Background: an optimization exercise with open tools, aiming at small area and a short achievable clock period. Do not read the settings as production practice. RTL that was checked went through simulation tests only; none was proved equivalent to the original. Power figures rest on the tool's default switching activity, not on a simulated workload.

==> flow/design.v <==
module amaf_core (
    input  wire        clk,
    input  wire        rst,
    input  wire        s_valid,
    input  wire [15:0] s_data,
    output wire        s_ready,
    output wire [15:0] cv_avg,
    input  wire [15:0] cv_mv,
    output wire        o_valid,
    output wire [69:0] o_data
);
    localparam integer N  = 128;
    localparam integer DW = 12;
    reg        [DW-1:0] dif [0:N-1];   
    reg signed [15:0]   last_raw;      
    reg signed [15:0]   ev;            
    reg signed [15:0]   avg;           
    reg        [6:0]    sum_lo;        
    reg        [6:0]    cnt;           
    reg                 wrapped;       
    reg                 err_sticky;
    reg               o_valid_r;
    reg signed [15:0] o_mv;
    reg        [5:0]  o_step;
    reg               o_act;
    reg               o_chg;
    reg               o_err;
    reg        [1:0]  o_path;
    wire primed = |o_path;
    wire tick   = s_valid && !rst;
    wire signed [15:0] raw = s_data;
    wire signed [22:0] sum = {avg, sum_lo};
    wire signed [16:0] hi       = avg + 17'sd1000;
    wire signed [16:0] lo       = avg - 17'sd1000;
    wire signed [22:0] sum_rest = sum - ev;
    wire        [6:0]  top_dn   = sum_rest[22:16] - 7'd1;
    wire        [6:0]  top_up   = sum_rest[22:16] + 7'd1;
    wire               slope;
    wire               fill     = !primed || slope;
    wire        [1:0]  path     = !primed ? 2'd1 : (slope ? 2'd2 : 2'd3);
    wire signed [22:0] sum_next;
    amaf_slide u_slide (
        .raw(raw), .hi(hi), .lo(lo), .rest_lo(sum_rest[15:0]),
        .top(sum_rest[22:16]), .top_dn(top_dn), .top_up(top_up), .primed(primed),
        .slope(slope), .sum_next(sum_next)
    );
    wire signed [15:0] avg_next = sum_next[22:7];
    assign cv_avg = avg_next;
    wire signed [15:0] d126      = {{(16-DW){dif[N-2][DW-1]}}, dif[N-2]};
    wire               wrapped_n = wrapped || (cnt == N - 1);
    wire signed [15:0] ev_next   = wrapped_n ? ev + d126 : ev;
    wire        [15:0] d_new     = raw - last_raw;
    wire signed [15:0] mv     = cv_mv;
    wire               err_lo = mv < -16'sd41;
    wire               err_hi = mv > 16'sd5021;
    wire               err    = err_lo || err_hi;
    reg         [5:0]  tq;
    reg         [6:0]  tr;
    always @(*) begin
        case (mv[12:8])
            5'd0: begin tq = 6'd0; tr = 7'd41; end
            5'd1: begin tq = 6'd3; tr = 7'd48; end
            5'd2: begin tq = 6'd6; tr = 7'd55; end
            5'd3: begin tq = 6'd9; tr = 7'd62; end
            5'd4: begin tq = 6'd12; tr = 7'd69; end
            5'd5: begin tq = 6'd15; tr = 7'd76; end
            5'd6: begin tq = 6'd19; tr = 7'd0; end
            5'd7: begin tq = 6'd22; tr = 7'd7; end
            5'd8: begin tq = 6'd25; tr = 7'd14; end
            5'd9: begin tq = 6'd28; tr = 7'd21; end
            5'd10: begin tq = 6'd31; tr = 7'd28; end
            5'd11: begin tq = 6'd34; tr = 7'd35; end
            5'd12: begin tq = 6'd37; tr = 7'd42; end
            5'd13: begin tq = 6'd40; tr = 7'd49; end
            5'd14: begin tq = 6'd43; tr = 7'd56; end
            5'd15: begin tq = 6'd46; tr = 7'd63; end
            5'd16: begin tq = 6'd49; tr = 7'd70; end
            5'd17: begin tq = 6'd52; tr = 7'd77; end
            5'd18: begin tq = 6'd56; tr = 7'd1; end
            5'd19: begin tq = 6'd59; tr = 7'd8; end
            5'd31: begin tq = 6'd61; tr = 7'd34; end
            default: begin tq = 6'd0; tr = 7'd0; end
        endcase
    end
    wire        [8:0]  s      = tr + mv[7:0];
    wire        [5:0]  q      = tq + (s >= 9'd83  ? 6'd1 : 6'd0) + (s >= 9'd166 ? 6'd1 : 6'd0)
                                   + (s >= 9'd249 ? 6'd1 : 6'd0) + (s >= 9'd332 ? 6'd1 : 6'd0);
    wire               mid    = (s >= 9'd21  && s <= 9'd61)  || (s >= 9'd104 && s <= 9'd144) ||
                                (s >= 9'd187 && s <= 9'd227) || (s >= 9'd270 && s <= 9'd310);
    wire        [5:0]  idx    = err_lo ? 6'd0 : (err_hi ? 6'd60 : q);
    wire               act    = err || !mid;
    wire               chg    = !primed || (idx != o_step);
    integer i;
    always @(posedge clk) begin
        if (tick) begin
            for (i = N - 1; i > 0; i = i - 1)
                dif[i] <= dif[i-1];
            dif[0] <= d_new[DW-1:0];
        end
    end
    always @(posedge clk) begin
        if (tick) begin
            last_raw  <= raw;
            ev        <= fill ? raw : ev_next;
            sum_lo    <= sum_next[6:0];
            cnt       <= fill ? 7'd0 : cnt + 7'd1;
            wrapped   <= fill ? 1'b0 : wrapped_n;
        end
    end
    always @(posedge clk) begin
        if (rst) begin
            avg        <= 16'sd0;
            err_sticky <= 1'b0;
            o_valid_r  <= 1'b0;
            o_mv       <= 16'sd0;
            o_step     <= 6'd0;
            o_act      <= 1'b0;
            o_chg      <= 1'b0;
            o_err      <= 1'b0;
            o_path     <= 2'd0;
        end else if (tick) begin
            avg        <= avg_next;
            err_sticky <= err_sticky || err;
            o_valid_r  <= 1'b1;
            o_mv       <= mv;
            o_step     <= idx;
            o_act      <= act;
            o_chg      <= chg;
            o_err      <= err;
            o_path     <= path;
        end else begin
            o_valid_r  <= 1'b0;
        end
    end
    wire [8:0]  o_x5  = {1'b0, o_step, 2'd0} + {3'd0, o_step};    
    wire [7:0]  o_x3  = {1'b0, o_step, 1'b0} + {2'd0, o_step};    
    wire [12:0] o_x83 = {o_x5, 4'd0} + {5'd0, o_x3};              
    wire [15:0] o_rep = {3'd0, o_x83};
    wire [3:0]  o_mag = !o_act ? 4'd0 : (o_step < 6'd10 ? o_step[3:0] : 4'd10);
    wire [5:0]  o_ind = {o_step[5:1], o_step[0] | (primed && o_step[5:1] == 5'd0)};
    assign s_ready = 1'b1;
    assign o_valid = o_valid_r;
    assign o_data  = {err_sticky, o_path, o_err, o_chg, o_act, o_mag,
                      o_ind, o_step, o_rep, o_mv, avg};
endmodule
module amaf_slide (
    input  wire signed [15:0] raw,
    input  wire signed [16:0] hi,
    input  wire signed [16:0] lo,
    input  wire        [15:0] rest_lo,
    input  wire        [6:0]  top,
    input  wire        [6:0]  top_dn,
    input  wire        [6:0]  top_up,
    input  wire               primed,
    output wire               slope,
    output wire signed [22:0] sum_next
);
    wire        [16:0] low       = {1'b0, rest_lo} + {1'b0, raw};
    wire        [6:0]  top_c0    = raw[15] ? top_dn : top;
    wire        [6:0]  top_c1    = raw[15] ? top : top_up;
    wire        [6:0]  top_sel   = low[16] ? top_c1 : top_c0;
    wire signed [22:0] sum_slide = {top_sel, low[15:0]};
    wire signed [22:0] raw_x128  = {raw, 7'd0};
    assign slope    = (raw > hi) || (raw < lo);
    assign sum_next = (!primed || slope) ? raw_x128 : sum_slide;
endmodule
export LEC_CHECK = 0
export CAP_MARGIN = 20
export CORE_MARGIN = 2
export CORE_UTILIZATION = 40
export CTS_BUF_LIST = sky130_fd_sc_hd__clkbuf_8
export SLEW_MARGIN = 20
export SYNTH_HIERARCHICAL = 1
create_clock -name core_clock -period 20.0 [get_ports {clk}]
standard.sh (not shown) runs the stock make flow with config.mk's settings and CLKGATE_MAP_FILE= SYNTH_SCRIPT=/design/flow/synth_recipe.tcl, a recipe that flattens the netlist after the stock synthesis.
==> flow/flow/run.sh <==
#!/bin/bash
# Standard ORFS layout with a tighter internal repair target, plain small
# port buffers and a leaner clock tree. The SDC (period, I/O delays, loads)
# is the standard flow's, unchanged.
set -euo pipefail
bash standard.sh synth > synth.log 2>&1
bash standard.sh \
  REMOVE_ABC_BUFFERS=1 \
  SETUP_SLACK_MARGIN=10.5 \
  "BUFFER_PORTS_ARGS=-buffer_cell sky130_fd_sc_hd__buf_1" \
  "CTS_ARGS=-sink_clustering_enable -repair_clock_nets -dont_use_dummy_load -buf_list sky130_fd_sc_hd__clkbuf_8 -sink_clustering_size 16 -sink_clustering_max_diameter 80" \
  finish > layout.log 2>&1
Change:
--- a/flow/design.v
+++ b/flow/design.v
@@ -132,10 +132,7 @@
             o_valid_r  <= 1'b0;
         end
     end
-    wire [8:0]  o_x5  = {1'b0, o_step, 2'd0} + {3'd0, o_step};    
-    wire [7:0]  o_x3  = {1'b0, o_step, 1'b0} + {2'd0, o_step};    
-    wire [12:0] o_x83 = {o_x5, 4'd0} + {5'd0, o_x3};              
-    wire [15:0] o_rep = {3'd0, o_x83};
+    wire [15:0] o_rep = o_step * 7'd83;
     wire [3:0]  o_mag = !o_act ? 4'd0 : (o_step < 6'd10 ? o_step[3:0] : 4'd10);
     wire [5:0]  o_ind = {o_step[5:1], o_step[0] | (primed && o_step[5:1] == 5'd0)};
     assign s_ready = 1'b1;
- count of clock-buffer cells in the layout stays the same
- design area went down by 0.57%
- setup slack is about the same
- total power went down by 0.63%
- final cell count went down by 0.68%
The RTL of the second run of this note was laid out without a check of its function.

what the ideal ports hide:
Ports are ideal in the flow. The routed layouts listed here were re-timed in OpenROAD. Step 1 sets driving cells, clkbuf_16 on the clock port and buf_2 on the other inputs (assumed; they add their load-dependent delay and slew). Step 2 adds t to the input delays and takes it off the output delays; t is the mean of the earliest and latest rising clock arrival at the registers after step 1. Input paths then give back, and output paths get back, about the clock's delay inside the block. a / b / c = no drivers / after step 1 / after step 2; a / b = the first two.
run	shift t [ns]	setup WS [ns]	worst setup path at the end	slew at the worst register clock pin (ns)
the first run	0.833	9.661 / 9.616 / 9.496	input to register	0.10 / 0.10
the second run	0.841	9.660 / 9.593 / 9.593	input to output	0.11 / 0.11
After both steps every run listed still meets setup and hold. For the first run, which loses most, drivers alone change the setup slack by -0.045 ns; drivers and shift together by -0.165 ns.
